This design comes from an exercise in tuning for small area and a short achievable clock period on the open sky130 flow, not from production work.
Where RTL was checked, it was by simulation tests only, not by an equivalence proof against the original.
No activity file was given, so power comes from the tool's default toggle rates.

quartz:
Design lc2k_pipe, start of the top module:
module lc2k_pipe (
    input  wire        clk,
    input  wire        rst,             
    output wire [15:0] imem_addr,
    input  wire [31:0] imem_rdata,
    output wire [15:0] dmem_addr,
    output wire [31:0] dmem_wdata,
    output wire        dmem_we,
    input  wire [31:0] dmem_rdata,
    input  wire [2:0]  dbg_sel,
    output wire [31:0] dbg_reg,
    output wire        halted,
    output wire        faulted,
    output wire [1:0]  fault_cause,
    output wire [31:0] fault_value,
    output wire [31:0] fault_instr,
    output wire [31:0] pc,
    output wire [31:0] cnt_cycles,
    output wire [31:0] cnt_fetched,
    output wire [31:0] cnt_retired,
    output wire [31:0] cnt_branches
);
export LEC_CHECK = 0
export CAP_MARGIN = 20
export CORE_MARGIN = 2
export CORE_UTILIZATION = 45
export CTS_CLUSTER_DIAMETER = 100
export CTS_CLUSTER_SIZE = 25
export PLACE_DENSITY = 0.6
export SETUP_SLACK_MARGIN = 1.4
export SLEW_MARGIN = 20
create_clock -name core_clock -period 4.5 [get_ports {clk}]
standard.sh (not shown) runs the stock make flow with config.mk's settings and CLKGATE_MAP_FILE= SYNTH_SCRIPT=/design/flow/synth_recipe.tcl, a recipe that flattens the netlist after the stock synthesis.
==> flow/flow/run.sh <==
#!/bin/bash
# Layout flow: the standard ORFS flow, with every port buffered by the
# smallest buffer (sky130_fd_sc_hd__buf_1) instead of ORFS's default choice.
# The resizer may still upsize these buffers where timing needs it.
set -euo pipefail
export BUFFER_PORTS_ARGS="-buffer_cell sky130_fd_sc_hd__buf_1"
bash standard.sh finish > standard_flow.log 2>&1
What ember does differently from quartz at the input level:
diff --git a/flow/design.v b/flow/design.v
--- a/flow/design.v
+++ b/flow/design.v
@@ -67,13 +67,13 @@
     reg        exmem_doob;              
     reg [2:0]  memwb_op;
     reg [21:0] memwb_f;
     reg [31:0] memwb_data;
     reg        memwb_bad;               
     reg [31:0] cycles_r, retired_r, branches_r;
-    reg [31:0] fetched_r;
+    reg [1:0]  hold_r;                  
     reg        halted_r, faulted_r;
     reg [1:0]  fcause_r;
     wire        if_valid = (imem_rdata[31:25] == 7'd0);
     wire [2:0]  if_raw   = imem_rdata[24:22];
     wire [2:0]  if_op    = (if_valid && if_raw != 3'd5) ? if_raw : OP_NOOP;
     wire [17:0] if_target = pc_r + 18'd1 + {{2{imem_rdata[15]}}, imem_rdata[15:0]};
@@ -162,14 +162,13 @@
             memwb_bad  <= mem_bad;
         end
         if (rst || commit) begin
             pc_r <= rst ? 18'd0 : br_taken ? exmem_f[17:0] : pc_next;
         end
         cycles_r   <= cycles_next;
-        if (rst || (commit && !halt_in_pipe))
-            fetched_r <= cycles_next;
+        hold_r     <= rst ? 2'd0 : hold_r + {1'b0, commit && halt_in_pipe};
         retired_r  <= rst ? 32'd0 : pinc(retired_r, (commit && wb_retire) || halt_now);
         branches_r <= rst ? 32'd0 : pinc(branches_r, commit && br_taken);
         halted_r   <= !rst && (halted_r || halt_now);
         faulted_r  <= !rst && (faulted_r || fault_now);
         if (fault_now)
             fcause_r <= memwb_bad ? 2'd3 : exmem_doob ? 2'd2 : 2'd1;
@@ -185,10 +184,12 @@
     assign fault_value  = fcause_r[0] ? (fcause_r[1] ? {16'd0, memwb_f[15:0]}
                                                      : {{14{pc_r[17]}}, pc_r})
                                       : memwb_data;
     assign fault_instr  = (fcause_r == 2'd1) ? 32'd0 : {7'd0, memwb_op, memwb_f};
     assign pc           = {{14{pc_r[17]}}, pc_r};
     assign cnt_cycles   = cycles_r;
-    assign cnt_fetched  = fetched_r;
+    wire [2:0]  fet_lo  = {1'b0, cycles_r[1:0]} - {1'b0, hold_r};
+    wire [31:0] fet_hi  = pinc({2'b11, ~cycles_r[31:2]}, fet_lo[2]);
+    assign cnt_fetched  = {~fet_hi[29:0], fet_lo[1:0]};
     assign cnt_retired  = retired_r;
     assign cnt_branches = branches_r;
 endmodule
### Flow results
When the final numbers for ember and quartz were put side by side, the top achievable clock speed turned out to be smaller in ember. Static leakage power went up by a few percent going from quartz to ember. Apart from ember, each of ember and quartz ends the flow with a layout that passes the timing, design-rule and antenna checks. No crash in ember: every stage finished, but the layout fails its final checks due to setup timing. Taking quartz over ember, the clock-buffer cell count ratio works out to 1.12. Compared to quartz, ember has share of cells above drive strength 1 3.4 points higher. ember vs. quartz: post-synthesis instance area went down by 1.1%. Diff quartz -> ember: xor and xnor fraction of the mapped netlist area increased 0.53 points, number of clock buffers inserted by TritonCTS decreased 3, layout buffer count excluding clock buffers increased 32, switching power summed over all nets increased 25%.
For ember, only the layout was checked, not whether the RTL still works.

re-timing with driven ports:
No port has a modelled driver above. Below, the same layouts with a new extraction and two added sets of constraints. Step 1: set_driving_cell puts a clkbuf_16 on clk and a buf_2 on each other input, an assumption about the parent block. Step 2 times the ports against the registers' clock, not the clock port: input delays grow and output delays shrink by t, the midpoint of the rising clock arrivals with the driver on. Three values: no drivers, after step 1, after step 2; two values: the first two.
run	t (ns)	slack for setup (ns)	worst register clock-pin slew, ns
quartz	0.653	1.385 / 1.317 / 1.059	0.10 / 0.10
ember	0.701	-0.442 / -0.511 / 0.190	0.11 / 0.11
The setup slack of quartz, which loses most, moves by -0.068 ns with the drivers and by -0.326 ns with both steps.
